Context: an optimization exercise on an open-source flow, tuned for small area, a short achievable clock period and few clock cycles. The choices shown serve that exercise and are no tape-out recipe.
In this exercise RTL edits were held to simulation tests only and were not proved equivalent to the original.
No activity file was given, so power comes from the tool's default toggle rates.

==> run a <==
==> flow/design.v <==
module blind_chunk_rx (
    input  wire        clk,
    input  wire        rst,         
    input  wire        cmd_valid,
    input  wire [1:0]  cmd_op,
    input  wire [7:0]  cmd_data,
    output wire        cmd_ready,
    output reg         tok_valid,
    output wire [7:0]  tok_data,
    output reg         evt_valid,
    output reg  [3:0]  evt_code,
    output reg  [15:0] evt_a,
    output reg  [15:0] evt_b,
    output reg         dst_valid,
    output reg  [7:0]  dst_data,
    input  wire        dst_ready
);
    localparam integer CHUNK_MAX = 256;
    localparam integer IMG_CAP   = 16384;
    localparam [1:0] OP_BYTE = 2'd0, OP_START = 2'd1, OP_TIMEOUT = 2'd2, OP_ABORT = 2'd3;
    localparam [1:0] PH_OFF = 2'd0, PH_HDR = 2'd1, PH_PAY = 2'd2, PH_CHK = 2'd3;
    localparam [3:0] EV_STARTED  = 4'd0, EV_SIZE_ERR = 4'd1, EV_CHK_ERR  = 4'd2,
                     EV_IDX_ERR  = 4'd3, EV_CAP_ERR  = 4'd4, EV_CHUNK_OK = 4'd5,
                     EV_COMPLETE = 4'd6, EV_TIMEOUT  = 4'd7, EV_ABORTED  = 4'd8,
                     EV_IGNORED  = 4'd9;
    function [7:0] crc8_step;
        input [7:0] a;
        input [7:0] b;
        integer i;
        reg [7:0] c;
        begin
            c = a ^ b;
            for (i = 0; i < 8; i = i + 1)
                c = c[7] ? ((c << 1) ^ 8'h07) : (c << 1);
            crc8_step = c;
        end
    endfunction
    reg        rdy;
    reg        m_full;
    reg [1:0]  m_op;
    reg [7:0]  m_dat;
    wire       go;              
    wire       fire = cmd_valid && rdy;
    wire       cpend_nx, wfull_nx, qfull_nx, pay_nx;
    assign cmd_ready = rdy;
    always @(posedge clk) begin
        if (rst) begin
            rdy    <= 1'b1;
            m_full <= 1'b0;
        end else begin
            rdy    <= !cpend_nx && !qfull_nx && !(wfull_nx && pay_nx);
            m_full <= rdy ? fire : (m_full && !go);
        end
        if (!m_full || go) begin
            m_op  <= cmd_op;
            m_dat <= cmd_data;
        end
    end
    reg [1:0]  phase;
    reg [7:0]  cnt;             
    reg [16:0] expected;        
    reg [14:0] dlen;            
    reg [7:0]  chk_acc;         
    reg [15:0] idx;             
    reg        last_hi;         
    reg [7:0]  size_hi;
    reg [8:0]  size;            
    reg        last;            
    reg        idx_ok;          
    reg        cap_ok;          
    reg        cpend;           
    reg        tok_nack, tok_ack;
    assign tok_data = {3'b000, tok_nack, 1'b0, 1'b1, tok_ack, tok_nack};
    localparam integer RING_LEN = 258;    
    localparam integer QD       = 4;      
    localparam integer LAND_MAX = 15;     
    localparam integer OF       = 8;     
    localparam integer OFB      = 3;      
    reg [8*RING_LEN-1:0] rb;              
    reg [RING_LEN-1:0]   rf;              
    wire [7:0]           g_byte = rb[8*(RING_LEN-1) +: 8];
    wire                 g_flag = rf[RING_LEN-1];
    reg [1:0]  wn;
    reg [7:0]  w0, w1;
    reg        w0_first, w1_first;        
    reg        tail_ok;                   
    reg [QD-1:0] qv;                      
    reg [QD-1:0] qtype;
    reg [8:0]  qcnt [0:QD-1];
    reg [8:0]  flush;                     
    reg        flushing;                  
    reg [8:0]  blk;                       
    reg        blocked;                   
    reg        nval;                      
    reg [8:0]  npos;                      
    wire q_full = qv[QD-1];
    wire w_full = (wn == 2'd2);
    wire is_byte = (m_op == OP_BYTE);
    wire in_pay  = is_byte && phase == PH_PAY;
    assign go    = m_full && !cpend && !q_full && !(in_pay && w_full);
    wire b_hdr = go && is_byte && phase == PH_HDR;
    wire b_pay = go && in_pay;
    wire b_chk = go && is_byte && phase == PH_CHK;
    wire b_off = go && is_byte && phase == PH_OFF;
    wire o_start = go && m_op == OP_START;
    wire o_tmo   = go && m_op == OP_TIMEOUT && phase != PH_OFF;
    wire o_abort = go && m_op == OP_ABORT   && phase != PH_OFF;
    wire        hdr_end  = (cnt[2:0] == 3'd6);
    wire        sz_big   = (size_hi > 8'd1) || (size_hi == 8'd1 && m_dat != 8'd0);
    wire        sz_zero  = (size_hi == 8'd0) && (m_dat == 8'd0);
    wire [8:0]  size9    = {size_hi[0], m_dat};
    wire [15:0] dlen_cap = {1'b0, dlen} + {7'd0, size9};
    wire [8:0]  cnt_inc  = {1'b0, cnt} + 9'd1;
    wire        pay_end  = (cnt_inc == size);
    wire        chk_ok   = (chk_acc == m_dat);
    wire [16:0] idx_inc  = {1'b0, idx} + 17'd1;
    wire        accept   = b_chk && chk_ok && idx_ok && cap_ok;
    wire        e_size   = b_hdr && hdr_end && sz_big;
    wire        e_chk    = b_chk && !chk_ok;
    wire        e_idx    = b_chk && chk_ok && !idx_ok;
    wire        e_cap    = b_chk && chk_ok && idx_ok && !cap_ok;
    assign cpend_nx = accept && last;
    assign pay_nx   = (b_hdr && hdr_end && !sz_big && !sz_zero) ||
                      (phase == PH_PAY && !(go && !is_byte) && !(b_pay && pay_end));
    always @(posedge clk) begin
        if (rst) begin
            phase    <= PH_OFF;
            cnt      <= 8'd0;
            expected <= 17'd0;
            dlen     <= 15'd0;
            cpend    <= 1'b0;
        end else begin
            cpend  <= cpend_nx;
            if (o_start) begin
                phase    <= PH_HDR;
                cnt      <= 8'd0;
                expected <= 17'd0;
                dlen     <= 15'd0;
            end
            if (o_tmo) begin
                phase <= PH_HDR;
                cnt   <= 8'd0;
            end
            if (o_abort)
                phase <= PH_OFF;
            if (b_hdr) begin
                if (hdr_end) begin
                    cnt  <= 8'd0;
                    if (!sz_big)
                        phase <= sz_zero ? PH_CHK : PH_PAY;
                end else begin
                    cnt <= cnt_inc[7:0];
                end
            end
            if (b_pay) begin
                if (pay_end) begin
                    phase <= PH_CHK;
                    cnt   <= 8'd0;
                end else begin
                    cnt <= cnt_inc[7:0];
                end
            end
            if (b_chk)
                phase <= (accept && !last) || e_chk || e_idx ? PH_HDR : PH_OFF;
            if (accept) begin
                dlen     <= dlen + {6'd0, size};
                expected <= expected + 17'd1;
            end
        end
    end
    always @(posedge clk) begin
        if (b_hdr) begin
            chk_acc <= crc8_step((cnt[2:0] == 3'd0) ? 8'h00 : chk_acc, m_dat);
            if (cnt[2:0] == 3'd1) idx[15:8] <= m_dat;
            if (cnt[2:0] == 3'd2) idx[7:0]  <= m_dat;
            if (cnt[2:0] == 3'd3) last_hi   <= (idx_inc[16:8] == {1'b0, m_dat});
            if (cnt[2:0] == 3'd4) last      <= last_hi && (idx_inc[7:0] == m_dat);
            if (cnt[2:0] == 3'd5) size_hi   <= m_dat;
            if (hdr_end) begin
                size   <= size9;
                idx_ok <= ({1'b0, idx} == expected);
                cap_ok <= (dlen_cap <= IMG_CAP);
            end
        end
        if (b_pay)
            chk_acc <= chk_acc ^ m_dat;
    end
    always @(posedge clk) begin
        if (rst) begin
            tok_valid <= 1'b0;
            evt_valid <= 1'b0;
        end else begin
            tok_valid <= o_tmo || e_size || e_chk || e_idx || accept;
            evt_valid <= cpend || o_start || o_tmo || o_abort || b_off ||
                         e_size || e_chk || e_idx || e_cap || accept;
        end
        tok_nack <= !accept;
        tok_ack  <= accept;
        evt_code <= cpend   ? EV_COMPLETE :
                    o_start ? EV_STARTED  :
                    o_tmo   ? EV_TIMEOUT  :
                    o_abort ? EV_ABORTED  :
                    b_off   ? EV_IGNORED  :
                    e_size  ? EV_SIZE_ERR :
                    e_chk   ? EV_CHK_ERR  :
                    e_idx   ? EV_IDX_ERR  :
                    e_cap   ? EV_CAP_ERR  : EV_CHUNK_OK;
        evt_a <= ({16{cpend}}           & {1'b0, dlen})
               | ({16{o_tmo}}           & {14'd0, phase})
               | ({16{b_off}}           & {8'd0, m_dat})
               | ({16{e_size}}          & {size_hi, m_dat})
               | ({16{e_chk}}           & {8'd0, chk_acc})
               | ({16{e_idx || accept}} & idx)
               | ({16{e_cap}}           & {1'b0, dlen});
        evt_b <= ({16{o_tmo}}           & {8'd0, cnt})
               | ({16{e_chk}}           & {8'd0, m_dat})
               | ({16{e_idx}}           & expected[15:0])
               | ({16{e_cap || accept}} & {7'd0, size});
    end
    wire [8:0] att_bytes = (phase == PH_PAY) ? {1'b0, cnt} : (phase == PH_CHK) ? size : 9'd0;
    wire       att_fail  = e_chk || e_idx || e_cap || o_tmo || o_abort || o_start;
    wire       q_push    = (accept && size != 9'd0) || (att_fail && att_bytes != 9'd0);
    wire       q_ptype   = accept;
    wire [8:0] q_pcnt    = accept ? size : att_bytes;
    wire       out_free  = !dst_valid || dst_ready;
    reg  [7:0]     oq [0:OF-1];           
    reg  [OFB-1:0] oq_wp, oq_rp;
    reg  [OFB:0]   oq_n;
    reg            oq_room;               
    reg            oq_any;                
    wire           oq_take = out_free && oq_any;
    wire       g_live    = g_flag && !flushing;
    wire       g_seg     = g_live && !blocked && qv[0];
    wire       g_drop    = g_seg && !qtype[0];
    wire       g_out     = g_seg && qtype[0] && oq_room;
    wire       g_keep    = g_live && !g_drop && !g_out;
    wire       g_newest  = nval && npos == RING_LEN - 1;
    wire       q_pop     = (g_drop || g_out) && qcnt[0] == 9'd1;
    wire       l_dense   = nval && !w0_first;
    wire [8:0] l_pos     = l_dense ? npos : 9'd2;
    wire       l_near    = (l_pos >= 9'd2) && (l_pos <= LAND_MAX);
    wire       l_free    = !rf[l_pos[3:0] - 4'd1];
    wire       land      = wn != 2'd0 && l_near && l_free && (l_dense || tail_ok);
    wire [1:0] wn_nx = wn + {1'b0, b_pay} - {1'b0, land};
    assign qfull_nx = q_pop ? (qv[QD-1] && q_push) : (qv[QD-1] || (qv[QD-2] && q_push));
    wire [OFB:0] oq_n_nx = oq_n + {{OFB{1'b0}}, g_out} - {{OFB{1'b0}}, oq_take};
    assign wfull_nx = (wn_nx == 2'd2);
    integer i;
    always @(posedge clk) begin
        rb <= {rb[8*(RING_LEN-1)-1:0], g_byte};
        for (i = 2; i <= LAND_MAX; i = i + 1)
            if (land && l_pos == i)
                rb[8*i +: 8] <= w0;
        if (rst) begin
            rf        <= {rf[RING_LEN-2:2], 3'b000};
            flush     <= RING_LEN - 3;
            flushing  <= 1'b1;
            blk       <= 9'd0;
            blocked   <= 1'b0;
            nval      <= 1'b0;
            tail_ok   <= 1'b1;
            wn        <= 2'd0;
            qv        <= {QD{1'b0}};
            dst_valid <= 1'b0;
            oq_n      <= 0;
            oq_room   <= 1'b1;
            oq_any    <= 1'b0;
            oq_wp     <= 0;
            oq_rp     <= 0;
        end else begin
            rf <= {rf[RING_LEN-2:0], g_keep};
            for (i = 2; i <= LAND_MAX; i = i + 1)
                if (land && l_pos == i)
                    rf[i] <= 1'b1;
            if (flushing) begin
                flush    <= flush - 9'd1;
                flushing <= (flush != 9'd1);
            end
            if (blocked) begin
                blk     <= blk - 9'd1;
                blocked <= (blk != 9'd1);
            end else if (g_keep) begin
                blk     <= RING_LEN - 1;
                blocked <= 1'b1;
            end
            if (land)
                tail_ok <= (l_pos == 9'd2);
            else if (g_newest && !g_keep)
                tail_ok <= 1'b1;
            else if (rf[1])
                tail_ok <= nval && npos == 9'd1;
            if (land) begin
                nval <= 1'b1;
                npos <= l_pos;
            end else if (g_newest) begin
                nval <= g_keep;
                npos <= 9'd0;
            end else begin
                npos <= npos + 9'd1;
            end
            wn <= wn_nx;
            if (q_pop)
                qv <= {1'b0, qv[QD-1:1]} | ({QD{q_push}} & (qv & ~{1'b0, qv[QD-1:1]}));
            else if (q_push)
                qv <= {qv[QD-2:0], 1'b1};
            oq_n    <= oq_n_nx;
            oq_room <= (oq_n_nx != OF);
            oq_any  <= (oq_n_nx != 0);
            oq_wp <= oq_wp + {{(OFB-1){1'b0}}, g_out};
            oq_rp <= oq_rp + {{(OFB-1){1'b0}}, oq_take};
            if (out_free)
                dst_valid <= oq_any;
        end
        if (g_out)
            oq[oq_wp] <= g_byte;
        if (oq_take)
            dst_data <= oq[oq_rp];
        if (land) begin
            w0       <= (wn == 2'd2) ? w1 : m_dat;
            w0_first <= (wn == 2'd2) ? w1_first : (cnt == 8'd0);
            if (b_pay) begin
                w1       <= m_dat;
                w1_first <= (cnt == 8'd0);
            end
        end else if (b_pay) begin
            if (wn == 2'd0) begin
                w0       <= m_dat;
                w0_first <= (cnt == 8'd0);
            end else begin
                w1       <= m_dat;
                w1_first <= (cnt == 8'd0);
            end
        end
        if (q_pop) begin
            for (i = 0; i < QD - 1; i = i + 1) begin
                qtype[i] <= qtype[i+1];
                qcnt[i]  <= qcnt[i+1];
            end
        end else if (g_drop || g_out) begin
            qcnt[0] <= qcnt[0] - 9'd1;
        end
        for (i = 0; i < QD; i = i + 1) begin
            if (q_push && (q_pop ? (qv[i] && (i == QD - 1 || !qv[i+1]))
                                 : (!qv[i] && (i == 0 || qv[i-1])))) begin
                qtype[i] <= q_ptype;
                qcnt[i]  <= q_pcnt;
            end
        end
    end
endmodule
==> flow/flow/run.sh <==
#!/bin/bash
# Layout flow: the standard ORFS flow, unchanged, except that repair_timing
# aims for 6 ns of setup slack (a 3 ns target) instead of 0.
set -euo pipefail
export SETUP_SLACK_MARGIN=6
bash standard.sh > standard.log 2>&1
==> flow/standard.sh <==
#!/bin/bash
# synth_recipe.tcl (not shown) runs the flow's synth.tcl, then flattens the netlist and writes it again
# the make line also repeats each setting of config.mk as NAME=value (left out here)
make -C /OpenROAD-flow-scripts/flow DESIGN_CONFIG=/design/flow/config.mk WORK_HOME=/design/flow/orfs CLKGATE_MAP_FILE= SYNTH_SCRIPT=/design/flow/synth_recipe.tcl "${@:-finish}"
==> flow/config.mk <==
export PLATFORM = sky130hd
export DESIGN_NAME = blind_chunk_rx
export DESIGN_NICKNAME = blind_chunk_rx
export VERILOG_FILES = /design/flow/design.v
export SDC_FILE = /design/flow/constraint.sdc
export NUM_CORES = 4
export LEC_CHECK = 0
export CAP_MARGIN = 30
export CORE_MARGIN = 2
export CORE_UTILIZATION = 65
export CTS_CLUSTER_DIAMETER = 60
export CTS_CLUSTER_SIZE = 20
export SLEW_MARGIN = 20
==> flow/constraint.sdc <==
create_clock -name core_clock -period 9.0 [get_ports {clk}]
set_input_delay 1.8000 -clock core_clock [delete_from_list [all_inputs] [get_ports {clk}]]
set_output_delay 1.8000 -clock core_clock [all_outputs]
set_load 0.01 [all_outputs]
==> run b (differences from run a) <==
--- a/flow/design.v
+++ b/flow/design.v
@@ -236,11 +236,10 @@
     wire       g_keep    = g_live && !g_drop && !g_out;
     wire       g_newest  = nval && npos == RING_LEN - 1;
     wire       q_pop     = (g_drop || g_out) && qcnt[0] == 9'd1;
-    wire       l_dense   = nval && !w0_first;
-    wire [8:0] l_pos     = l_dense ? npos : 9'd2;
+    wire [8:0] l_pos     = w0_first ? 9'd2 : npos;
     wire       l_near    = (l_pos >= 9'd2) && (l_pos <= LAND_MAX);
     wire       l_free    = !rf[l_pos[3:0] - 4'd1];
-    wire       land      = wn != 2'd0 && l_near && l_free && (l_dense || tail_ok);
+    wire       land      = wn != 2'd0 && l_near && l_free && (!w0_first || tail_ok);
     wire [1:0] wn_nx = wn + {1'b0, b_pay} - {1'b0, land};
     assign qfull_nx = q_pop ? (qv[QD-1] && q_push) : (qv[QD-1] || (qv[QD-2] && q_push));
     wire [OFB:0] oq_n_nx = oq_n + {{OFB{1'b0}}, g_out} - {{OFB{1'b0}}, oq_take};
==> results.txt <==
	run a	run b
Starting utilization of the core area	65.48%	65.34%
Logic depth of the worst setup path including buffers	15	17
Largest incremental delay on the critical path	0.51 ns	0.43 ns
Post-synthesis instance area	64350 sq um	64120 sq um
WL met3	4.282 mm	4.676 mm
Worst slew margin relative to its limit	39.43%	33.73%
Gate Count Post-Synth	3988	3933
Setup repair bufs after CTS	23	27
Fraction of power spent switching nets	21.29%	20.96%
Worst Reg-to-Reg Cells	15	17
Outcome	finished clean	finished clean
Slew at the pin closest to its max-slew limit	0.9052 ns	0.9921 ns
Die area	101500 sq um	101200 sq um
Detailed-routing iteration count for the pre-antenna-repair pass	8	5
Testbench counts of run a, summed over its fixed seeds: cycles 57,647.
Testbench counts of run b, summed over its fixed seeds: cycles 57,647.

==> port drivers added, routing unchanged <==
The flow's constraints put no driver on any port. The routed layouts listed below were extracted and timed again, unchanged, in two steps.
Step 1, drivers: a clkbuf_16 drives clk and a buf_2 each remaining input, both assumed.
Step 2, shift: input delay + t, output delay - t, t = (earliest + latest rising clock arrival at the registers) / 2. This alone moves slack from input paths to output paths.
Three values: no drivers, after step 1, after step 2; two values: the first two.
| run | shift t [ns] | setup WS [ns] | slew at the worst register clock pin (ns) | worst data-port slew with drivers (ns) |
|---|---|---|---|---|
| run a | 0.822 | 5.719 / 5.719 / 5.334 | 0.08 / 0.08 | 0.04 |
| run b | 0.820 | 5.342 / 5.342 / 5.265 | 0.08 / 0.08 | 0.05 |
After both steps every run listed still meets setup and hold. For run a, which loses most, drivers alone change the setup slack by 0.000 ns; drivers and shift together by -0.385 ns.
